Background: an optimization exercise with open tools, aiming at small area. Do not read the settings as production practice. The RTL was checked by simulation tests, not by an equivalence proof against the original design. No activity file was given, so power comes from the tool's default toggle rates.

alpha:
==> flow/design.v (excerpt) <==
module kisc_fb_framer (
    input  wire         clk,
    input  wire         rst,
    input  wire [15:0]  stall_limit,    
    input  wire         in_valid,
    input  wire [7:0]   in_byte,
    output reg          in_ready,
    output reg          out_valid,
    output wire [455:0] out_frame,
    output reg          err_valid,
    output reg  [2:0]   err_kind,
    output reg          err_corrupt,
    output reg          err_link_reset,
    output wire [2:0]   state
);
clock: 10.0 ns
lec_check: 0
cap_margin: 20
core_margin: 2
core_utilization: 40
slew_margin: 20
standard.sh (not shown) runs the stock make flow with config.mk's settings and CLKGATE_MAP_FILE= SYNTH_SCRIPT=/design/flow/synth_recipe.tcl, a recipe that flattens the netlist after the stock synthesis.
==> flow/flow/run.sh <==
#!/bin/bash
# The standard layout, with the port buffers made of the smallest buffer
# cell (every input and output port still gets its own buffer).
set -euo pipefail
bash standard.sh BUFFER_PORTS_ARGS="-buffer_cell sky130_fd_sc_hd__buf_1" finish > flow_make.log 2>&1
alpha: no failed stages, no open violations at the end
--- input diff alpha..beta ---
==> flow/run.sh (new file) <==
#!/bin/bash
# synth_recipe.tcl (not shown) runs the flow's synth.tcl, then flattens the netlist and writes it again
# the make line also repeats each setting of config.mk as NAME=value (left out here)
make -C /OpenROAD-flow-scripts/flow DESIGN_CONFIG=/design/flow/config.mk WORK_HOME=/design/flow/orfs CLKGATE_MAP_FILE= SYNTH_SCRIPT=/design/flow/synth_recipe.tcl finish
removed: flow/flow/run.sh
removed: flow/standard.sh
Notes after the runs:
Having completed the whole flow, beta delivered a layout that passed the timing, design-rule and antenna checks.
Cell area (alpha / beta): 0.864
The run with more setup slack is alpha; beta has less.
Min total routed wirelength across beta and alpha: alpha
Of the two values seen for destination of the critical timing path, err_kind[0] was produced by alpha and err_valid by beta.
beta: power share of the clock group 1.3 points below alpha
Delta(total global routing track utilization, beta - alpha) > 0

run 1:
kisc_fb_framer, a different RTL version from the one above (not shown whole).
Size in the first run: ~810 cells after synthesis, ~490 I/O pins, roughly 16000 um^2 of cells after synthesis.
clock: 10.0 ns
lec_check: 0
cap_margin: 20
core_margin: 2
core_utilization: 70
slew_margin: 20
==> flow/flow/run.sh <==
#!/bin/bash
# The standard layout with three changes:
#  - the port buffers use the smallest buffer cell (every input and output
#    port still gets its own buffer);
#  - clock tree synthesis uses clkbuf_4 leaf buffers with sink clusters of
#    at most 10 flip-flops within 35 um, and no dummy loads, instead of
#    clkbuf_16 everywhere;
#  - after global routing, cells with timing slack are downsized
#    (RECOVER_POWER).
set -euo pipefail
bash standard.sh \
  BUFFER_PORTS_ARGS="-buffer_cell sky130_fd_sc_hd__buf_1" \
  CTS_ARGS="-sink_clustering_enable -repair_clock_nets -dont_use_dummy_load -buf_list sky130_fd_sc_hd__clkbuf_4 -sink_clustering_size 10 -sink_clustering_max_diameter 35" \
  RECOVER_POWER=100 \
  finish > flow_make.log 2>&1
Ran to the end and failed final checks on capacitance limit, slew limit: run 1.
What run 2 does differently from run 1 at the input level:
==> flow/flow/run.sh <==
#!/bin/bash
# The standard layout with two changes:
#  - the port buffers use the smallest buffer cell (every input and output
#    port still gets its own buffer);
#  - clock tree synthesis uses clkbuf_4 leaf buffers with sink clusters of
#    at most 8 flip-flops within 40 um, and no dummy loads, instead of
#    clkbuf_16 everywhere.
set -euo pipefail
bash standard.sh \
  BUFFER_PORTS_ARGS="-buffer_cell sky130_fd_sc_hd__buf_1" \
  CTS_ARGS="-sink_clustering_enable -repair_clock_nets -dont_use_dummy_load -buf_list sky130_fd_sc_hd__clkbuf_4 -sink_clustering_size 8 -sink_clustering_max_diameter 40" \
  finish > flow_make.log 2>&1
==> comparison <==
- Summary of run 2 and run 1: one run falls short of a clean finish, namely run 1.
- Reported for run 2 and run 1, initial core utilization turned out identical to the last digit.
- When the final numbers for run 2 and run 1 were put side by side, the share of the core filled with cells in the final layout turned out to be smaller in run 1.
- Run 2 against run 1: met3 demand-to-capacity share in global routing shrank by 0.39 points; maximum single-stage delay on the critical path shrank by 2.04 ns; worst setup margin grew by 0.41 ns; number of cells traversed by the worst register-to-register path grew by 5.
- Between run 2 and run 1, sequential share of layout area is lower for run 2, run 1 comes in above that.
- Cell area after layout delta (run 2 − run 1): unfavourable
- Per the comparison of run 2 with run 1, non-filler instance count after layout now larger; total power consumption of the routed design climbed 1.3%.
- Diff run 1..run 2 | total routed wirelength | negligible
Input-level comparison between run 3 and run 2:
==> flow/flow/run.sh <==
#!/bin/bash
# The standard layout with four changes:
#  - after the floorplan, OpenROAD's restructure re-maps the combinational
#    logic for area (flow/restructure.tcl); registers are untouched;
#  - the port buffers use the smallest buffer cell (every input and output
#    port still gets its own buffer);
#  - clock tree synthesis uses clkbuf_4 leaf buffers with sink clusters of
#    at most 10 flip-flops within 35 um, and no dummy loads, instead of
#    clkbuf_16 everywhere;
#  - after global routing, cells with timing slack are downsized
#    (RECOVER_POWER).
set -euo pipefail
KNOBS=(
  BUFFER_PORTS_ARGS="-buffer_cell sky130_fd_sc_hd__buf_1"
  CTS_ARGS="-sink_clustering_enable -repair_clock_nets -dont_use_dummy_load -buf_list sky130_fd_sc_hd__clkbuf_4 -sink_clustering_size 10 -sink_clustering_max_diameter 35"
  RECOVER_POWER=100
)
bash standard.sh "${KNOBS[@]}" floorplan > flow_floorplan.log 2>&1
mkdir -p rs_work
RES_DIR=$PWD/orfs/results/$FLOW_PLATFORM/kisc_fb_framer/base RS_WORK=$PWD/rs_work \
  openroad -no_init -exit flow/restructure.tcl > restructure.log 2>&1
bash standard.sh "${KNOBS[@]}" finish > flow_make.log 2>&1
==> flow/flow/restructure.tcl (new file) <==
# Area recovery on the floorplanned netlist: OpenROAD's restructure re-maps
# the combinational logic between the registers and ports with ABC for area.
# Registers, ports and the floorplan are left as they are.
set res $::env(RES_DIR)
set lib $::env(FLOW_HOME)/platforms/sky130hd/lib/sky130_fd_sc_hd__tt_025C_1v80.lib
read_liberty $lib
read_db $res/2_floorplan.odb
read_sdc $res/2_floorplan.sdc
source $::env(FLOW_HOME)/platforms/sky130hd/setRC.tcl
report_design_area
restructure -target area -liberty_file $lib \
  -tielo_port sky130_fd_sc_hd__conb_1/LO -tiehi_port sky130_fd_sc_hd__conb_1/HI \
  -work_dir $::env(RS_WORK) -abc_logfile $::env(RS_WORK)/abc.log
report_design_area
write_db $res/2_floorplan.odb
Run 3 finished all stages; layout check result: FAIL, due to capacitance limit, slew limit.
Compared with run 2, in run 3 placer congestion estimate higher, post-route core utilization has decreased.
Run 3 falls short of run 2 in post-route worst hold slack.
The end point of the critical path comes out err_kind[1] in one run and s[354]$_DFFE_PP_ in the other, namely in run 2 and run 3 respectively.
In run 3 relative to run 2, routed wirelength normalized by instance count had gone down by a little under 10%.
Looking at total wire length after detailed routing, run 3 sits about 7% lower than run 2 does.
Run 2 → run 3: fraction of standard cell area that is sequential has increased, worst setup slack has decreased.
In the reports for run 2 and run 3, the smaller combinational group power belongs to run 2.
Input changes introduced in run 4 (baseline for comparison: run 3):
--- a/flow/flow/run.sh
+++ b/flow/flow/run.sh
@@ -1,4 +1,4 @@
 #!/bin/bash
-# The standard layout with four changes:
+# The standard layout with three changes:
 #  - after the floorplan, OpenROAD's restructure re-maps the combinational
 #    logic for area (flow/restructure.tcl); registers are untouched;
@@ -7,12 +7,9 @@
 #  - clock tree synthesis uses clkbuf_4 leaf buffers with sink clusters of
 #    at most 10 flip-flops within 35 um, and no dummy loads, instead of
-#    clkbuf_16 everywhere;
-#  - after global routing, cells with timing slack are downsized
-#    (RECOVER_POWER).
+#    clkbuf_16 everywhere.
 set -euo pipefail
 KNOBS=(
   BUFFER_PORTS_ARGS="-buffer_cell sky130_fd_sc_hd__buf_1"
   CTS_ARGS="-sink_clustering_enable -repair_clock_nets -dont_use_dummy_load -buf_list sky130_fd_sc_hd__clkbuf_4 -sink_clustering_size 10 -sink_clustering_max_diameter 35"
-  RECOVER_POWER=100
 )
 bash standard.sh "${KNOBS[@]}" floorplan > flow_floorplan.log 2>&1
### Flow results
- From run 3 to run 4 the numbers moved as follows: xor/xnor cell area share of the yosys netlist held steady, area growth from synthesis to layout held steady, synthesized instance count held steady, fraction of power consumed by the clock network held steady.
- Run 4 completed end to end with timing, DRC and antenna clean.
- Compound-gate portion of the synthesized area came out exactly the same in run 3 and run 4.
- Cell area after synthesis: run 4 vs run 3 identical
- On core utilization, run 3 and run 4 are basically level.

== v40 ==
Starting RTL as in the previous note.
==> flow/config.mk <==
export PLATFORM = sky130hd
export DESIGN_NAME = kisc_fb_framer
export DESIGN_NICKNAME = kisc_fb_framer
export VERILOG_FILES = /design/flow/design.v
export SDC_FILE = /design/flow/constraint.sdc
export NUM_CORES = 4
export LEC_CHECK = 0
export CAP_MARGIN = 20
export CORE_MARGIN = 2
export CORE_UTILIZATION = 70
export SLEW_MARGIN = 20
==> flow/constraint.sdc <==
create_clock -name core_clock -period 10.0 [get_ports {clk}]
set_input_delay 2.0000 -clock core_clock [delete_from_list [all_inputs] [get_ports {clk}]]
set_output_delay 2.0000 -clock core_clock [all_outputs]
set_load 0.01 [all_outputs]
==> flow/flow/run.sh <==
#!/bin/bash
# The standard layout with four changes:
#  - synthesis is the standard synthesis except that ABC maps the
#    combinational logic for area (flow/my_synth.tcl, flow/area.abc); the
#    registers are exactly the standard synthesis's;
#  - after the floorplan, OpenROAD's restructure re-maps the combinational
#    logic for area once more, without don't-use cells, cells left
#    driving nothing are removed, and tie cells that drive constant ports
#    are paired to use both outputs (flow/restructure.tcl); registers
#    untouched;
#  - the port buffers use the smallest buffer cell (every input and output
#    port still gets its own buffer);
#  - clock tree synthesis uses clkbuf_4 leaf buffers with sink clusters of
#    at most 10 flip-flops within 35 um, and no dummy loads, instead of
#    clkbuf_16 everywhere.
set -euo pipefail
KNOBS=(
  SYNTH_SCRIPT="$PWD/flow/my_synth.tcl"
  AREA_ABC_SCRIPT="$PWD/flow/area.abc"
  BUFFER_PORTS_ARGS="-buffer_cell sky130_fd_sc_hd__buf_1"
  CTS_ARGS="-sink_clustering_enable -repair_clock_nets -dont_use_dummy_load -buf_list sky130_fd_sc_hd__clkbuf_4 -sink_clustering_size 10 -sink_clustering_max_diameter 35"
)
bash standard.sh "${KNOBS[@]}" floorplan > flow_floorplan.log 2>&1
mkdir -p rs_work
# the platform's don't-use cells (sky130hd's config.mk lists probe and lpflow cells)
DONT_USE="sky130_fd_sc_hd__probe* sky130_fd_sc_hd__lpflow_*"
python3 flow/filter_lib.py "$FLOW_HOME/platforms/$FLOW_PLATFORM/lib/sky130_fd_sc_hd__tt_025C_1v80.lib" rs_work/restructure.lib "$DONT_USE" > filter_lib.log 2>&1
RES_DIR=$PWD/orfs/results/$FLOW_PLATFORM/kisc_fb_framer/base RS_WORK=$PWD/rs_work RS_LIB=$PWD/rs_work/restructure.lib DONT_USE_CELLS="$DONT_USE" \
  openroad -no_init -exit flow/restructure.tcl > restructure.log 2>&1
bash standard.sh "${KNOBS[@]}" finish > flow_make.log 2>&1
==> flow/flow/area.abc <==
&get -n
&st
&dch
&nf -R 1000
&st
&dch
&nf -R 1000
&st
&dch
&nf -R 1000
&put
==> flow/flow/restructure.tcl <==
# Area recovery on the floorplanned netlist: OpenROAD's restructure re-maps
# the combinational logic between the registers and ports with ABC for area,
# using a liberty file without the platform's don't-use cells. Then cells
# whose outputs drive nothing (tie cells restructure leaves unused) are
# removed. Registers, ports and the floorplan are left as they are.
set res $::env(RES_DIR)
set lib $::env(FLOW_HOME)/platforms/sky130hd/lib/sky130_fd_sc_hd__tt_025C_1v80.lib
read_liberty $lib
read_db $res/2_floorplan.odb
read_sdc $res/2_floorplan.sdc
source $::env(FLOW_HOME)/platforms/sky130hd/setRC.tcl
set_dont_use $::env(DONT_USE_CELLS)
report_design_area
restructure -target area -liberty_file $::env(RS_LIB) \
  -tielo_port sky130_fd_sc_hd__conb_1/LO -tiehi_port sky130_fd_sc_hd__conb_1/HI \
  -work_dir $::env(RS_WORK) -abc_logfile $::env(RS_WORK)/abc.log
report_design_area

proc remove_dead_cells {} {
  set block [ord::get_db_block]
  set removed 0
  set again 1
  while {$again} {
    set again 0
    foreach inst [$block getInsts] {
      set master [$inst getMaster]
      if {[$master isBlock] || [$inst isFixed]} { continue }
      if {[string match "*df*" [$master getName]]} { continue }
      set nout 0
      set used 0
      foreach it [$inst getITerms] {
        if {![$it isOutputSignal]} { continue }
        incr nout
        set net [$it getNet]
        if {$net eq "NULL"} { continue }
        if {[llength [$net getITerms]] > 1 || [llength [$net getBTerms]] > 0} { set used 1 }
      }
      if {$nout == 0 || $used} { continue }
      foreach it [$inst getITerms] {
        if {[$it isOutputSignal]} {
          set net [$it getNet]
          if {$net ne "NULL"} { $it disconnect; odb::dbNet_destroy $net }
        }
      }
      odb::dbInst_destroy $inst
      incr removed
      set again 1
    }
  }
  puts "removed $removed cells that drive nothing"
}
remove_dead_cells

# A tie cell (conb_1) has a HI and a LO output, and repair_tie_fanout gives
# each constant port a tie cell of its own, using one output. Pair them up:
# a cell that drives a port from HI also drives one from LO.
proc pair_tie_cells {} {
  set his {}
  set los {}
  foreach inst [[ord::get_db_block] getInsts] {
    if {[[$inst getMaster] getName] ne "sky130_fd_sc_hd__conb_1"} { continue }
    set hn [[$inst findITerm HI] getNet]
    set ln [[$inst findITerm LO] getNet]
    if {$hn ne "NULL" && $ln eq "NULL"} { lappend his $inst }
    if {$ln ne "NULL" && $hn eq "NULL"} { lappend los $inst }
  }
  set merged 0
  foreach h $his l $los {
    if {$h eq "" || $l eq ""} { break }
    set lt [$l findITerm LO]
    set net [$lt getNet]
    $lt disconnect
    odb::dbInst_destroy $l
    [$h findITerm LO] connect $net
    incr merged
  }
  puts "paired $merged tie cells"
}
pair_tie_cells
report_design_area
foreach inst [[ord::get_db_block] getInsts] {
  set m [[$inst getMaster] getName]
  foreach p $::env(DONT_USE_CELLS) {
    if {[string match $p $m]} { error "restructure used the don't-use cell $m" }
  }
}
write_db $res/2_floorplan.odb
Other scripts of this flow, unchanged in this note and not shown: flow/flow/filter_lib.py, flow/flow/my_synth.tcl
The following lists how v41 was set up differently from v40:
Settings: CORE_UTILIZATION changed from 70 to 80.
diff --git a/flow/flow/run.sh b/flow/flow/run.sh
--- a/flow/flow/run.sh
+++ b/flow/flow/run.sh
@@ -12,5 +12,5 @@
 #    port still gets its own buffer);
 #  - clock tree synthesis uses clkbuf_4 leaf buffers with sink clusters of
-#    at most 10 flip-flops within 35 um, and no dummy loads, instead of
+#    at most 10 flip-flops within 25 um, and no dummy loads, instead of
 #    clkbuf_16 everywhere.
 set -euo pipefail
@@ -19,5 +19,5 @@
   AREA_ABC_SCRIPT="$PWD/flow/area.abc"
   BUFFER_PORTS_ARGS="-buffer_cell sky130_fd_sc_hd__buf_1"
-  CTS_ARGS="-sink_clustering_enable -repair_clock_nets -dont_use_dummy_load -buf_list sky130_fd_sc_hd__clkbuf_4 -sink_clustering_size 10 -sink_clustering_max_diameter 35"
+  CTS_ARGS="-sink_clustering_enable -repair_clock_nets -dont_use_dummy_load -buf_list sky130_fd_sc_hd__clkbuf_4 -sink_clustering_size 10 -sink_clustering_max_diameter 25"
 )
 bash standard.sh "${KNOBS[@]}" floorplan > flow_floorplan.log 2>&1
==> flow/flow/area.abc <==
&get -n
&st
&deepsyn -T 30
&dch
&nf -R 1000
&put
### Flow results
The flow completed for v41, but it is not clean: the layout still shows capacitance limit, slew limit.
Looking at count of clock-buffer cells in the layout, v41 sits about 60% above v40.
Compared with v40, v41 shows a lower final cell count.
Of the two values seen for critical path capture point, err_kind[1] was produced by v40 and u_val.hi$_DFF_P_ by v41.
Going from v40 to v41, detailed-route vias per instance grows by 24%.
The higher endpoint required time on the critical path of v40 and v41 is in v41.
Sort v40 and v41 by combined area of the multi-input logic cells asc -> top: v41
Compared with v40, v41 shows a higher portion of the clock cycle consumed by the worst path in the final layout.
Compared with v40, in v41 sequential share of layout area did not really move; non-clock buffer count roughly the same; die width lower.
v41 ended up with flop to flop as its kind of critical path; v40 ended up with input pin to output pin.
Modified inputs, v17 compared to v41
Settings: CORE_UTILIZATION: 80 -> 75.
diff --git a/flow/flow/run.sh b/flow/flow/run.sh
--- a/flow/flow/run.sh
+++ b/flow/flow/run.sh
@@ -12,5 +12,5 @@
 #    port still gets its own buffer);
 #  - clock tree synthesis uses clkbuf_4 leaf buffers with sink clusters of
-#    at most 10 flip-flops within 25 um, and no dummy loads, instead of
+#    at most 10 flip-flops within 35 um, and no dummy loads, instead of
 #    clkbuf_16 everywhere.
 set -euo pipefail
@@ -19,5 +19,5 @@
   AREA_ABC_SCRIPT="$PWD/flow/area.abc"
   BUFFER_PORTS_ARGS="-buffer_cell sky130_fd_sc_hd__buf_1"
-  CTS_ARGS="-sink_clustering_enable -repair_clock_nets -dont_use_dummy_load -buf_list sky130_fd_sc_hd__clkbuf_4 -sink_clustering_size 10 -sink_clustering_max_diameter 25"
+  CTS_ARGS="-sink_clustering_enable -repair_clock_nets -dont_use_dummy_load -buf_list sky130_fd_sc_hd__clkbuf_4 -sink_clustering_size 10 -sink_clustering_max_diameter 35"
 )
 bash standard.sh "${KNOBS[@]}" floorplan > flow_floorplan.log 2>&1
==> flow/flow/area.abc <==
&get -n
&st
&dch
&nf -R 1000
&st
&dch
&nf -R 1000
&st
&dch
&nf -R 1000
&put
==> comparison <==
- v17 completed; timing, DRC and antenna clean
- u_val.hi$_DFF_P_ as the end of the critical path was reported by v41, and u_val.lo$_DFF_P_ by v17.
- Diff v41 -> v17: number of cells on the critical path decreased by 2 relative to the old numbers; post-CTS clock slew at the launch and capture registers of the worst setup and hold paths held steady; number of non-filler instances in the completed layout up 18.
- Between v41 and v17, via count decreased.
Inputs modified between v17 and v24:
==> flow/flow/area.abc <==
&get -n
&st
&deepsyn -T 30
&dch
&nf -R 1000
&put
## What came out
- Per the final summary, v24 finished and its layout is clean on timing, DRC and antenna.
- v24 vs v17: total routed wire length on the met1 layer down slightly
- Reported for v24 and v17, total CTS buffers turned out identical to the last digit.
- Against v17, v24 reports a number of vias per cell that is higher.
- Delta (v24 minus v17): later-pin clock latency in the skew report neither gained nor lost much, initial cell density of the core lost 0.24 points, global-route wire length before repair picked up an extra 1.5%, post-layout minimum cycle time lost 72 ps.
Changes in v10 relative to v24:
Settings: CORE_UTILIZATION: 75 -> 70.
diff --git a/flow/flow/run.sh b/flow/flow/run.sh
--- a/flow/flow/run.sh
+++ b/flow/flow/run.sh
@@ -5,8 +5,6 @@
 #    registers are exactly the standard synthesis's;
 #  - after the floorplan, OpenROAD's restructure re-maps the combinational
-#    logic for area once more, without don't-use cells, cells left
-#    driving nothing are removed, and tie cells that drive constant ports
-#    are paired to use both outputs (flow/restructure.tcl); registers
-#    untouched;
+#    logic for area once more, without don't-use cells, and cells left
+#    driving nothing are removed (flow/restructure.tcl); registers untouched;
 #  - the port buffers use the smallest buffer cell (every input and output
 #    port still gets its own buffer);
==> flow/flow/area.abc <==
&get -n
&st
&dch
&nf -R 1000
&put
diff --git a/flow/flow/restructure.tcl b/flow/flow/restructure.tcl
--- a/flow/flow/restructure.tcl
+++ b/flow/flow/restructure.tcl
@@ -51,31 +51,4 @@
 }
 remove_dead_cells
-
-# A tie cell (conb_1) has a HI and a LO output, and repair_tie_fanout gives
-# each constant port a tie cell of its own, using one output. Pair them up:
-# a cell that drives a port from HI also drives one from LO.
-proc pair_tie_cells {} {
-  set his {}
-  set los {}
-  foreach inst [[ord::get_db_block] getInsts] {
-    if {[[$inst getMaster] getName] ne "sky130_fd_sc_hd__conb_1"} { continue }
-    set hn [[$inst findITerm HI] getNet]
-    set ln [[$inst findITerm LO] getNet]
-    if {$hn ne "NULL" && $ln eq "NULL"} { lappend his $inst }
-    if {$ln ne "NULL" && $hn eq "NULL"} { lappend los $inst }
-  }
-  set merged 0
-  foreach h $his l $los {
-    if {$h eq "" || $l eq ""} { break }
-    set lt [$l findITerm LO]
-    set net [$lt getNet]
-    $lt disconnect
-    odb::dbInst_destroy $l
-    [$h findITerm LO] connect $net
-    incr merged
-  }
-  puts "paired $merged tie cells"
-}
-pair_tie_cells
 report_design_area
 foreach inst [[ord::get_db_block] getInsts] {
## What came out
v10 reports a lower peak ir drop on the vdd network than v24 does. Looking at delay of the slowest cell on the worst path across v24 and v10, the one that comes out higher is v24. Relative to v24, met3 wire length has decreased by about 22% in v10. Delta (v10 minus v24): via count now smaller, setup slack of the critical path after layout shows an increase of 270 ps, number of sequential storage elements stayed essentially flat, maximum frequency grew by 10 MHz, depth of the critical timing path with buffers and inverters included went down 3. v24 → v10: net count of the finished layout grew by about 3%; number of cells after detailed placement climbed about 3.7%; layout overhead on the synthesized area moved up.

## port drivers added, routing unchanged
The results above use ideal ports. As a check the final layouts listed here were re-extracted and re-timed, cells and wires unchanged.
Step 1, drivers: a clkbuf_16 drives clk and a buf_2 each remaining input, both assumed.
Step 2 also shifts input and output timing later by t, the mid clock arrival at the registers, as if the neighbouring blocks saw the same clock.
Three values: no drivers, after step 1, after step 2; two values: the first two.
run	t (ns)	setup slack, ns	worst setup path after step 2	worst slew at a driven data input, ns	cell pins on the clock port's net
alpha	0.618	4.881 / 4.858 / 4.858	input to output	0.06	1
beta	0.625	4.129 / 4.102 / 4.102	input to output	0.05	1
run 1	0.725	4.226 / 4.241 / 3.516	input to register	0.07	1
run 2	0.698	4.639 / 4.610 / 4.610	input to output	0.07	1
run 3	0.731	4.143 / 4.153 / 3.422	input to register	0.05	1
run 4	0.734	4.577 / 4.548 / 4.548	input to output	0.05	1
v40	0.717	4.838 / 4.807 / 4.807	input to output	0.09	1
v41	0.744	3.681 / 3.681 / 3.681	register to register	0.12	1
v17	0.729	4.564 / 4.564 / 4.564	register to register	0.08	1
v24	0.734	4.636 / 4.589 / 4.782	input to output	0.10	1
v10	0.721	4.909 / 4.887 / 4.814	input to register	0.06	1
For run 3, which loses most, drivers alone change the setup slack by +0.010 ns; drivers and shift together by -0.721 ns.
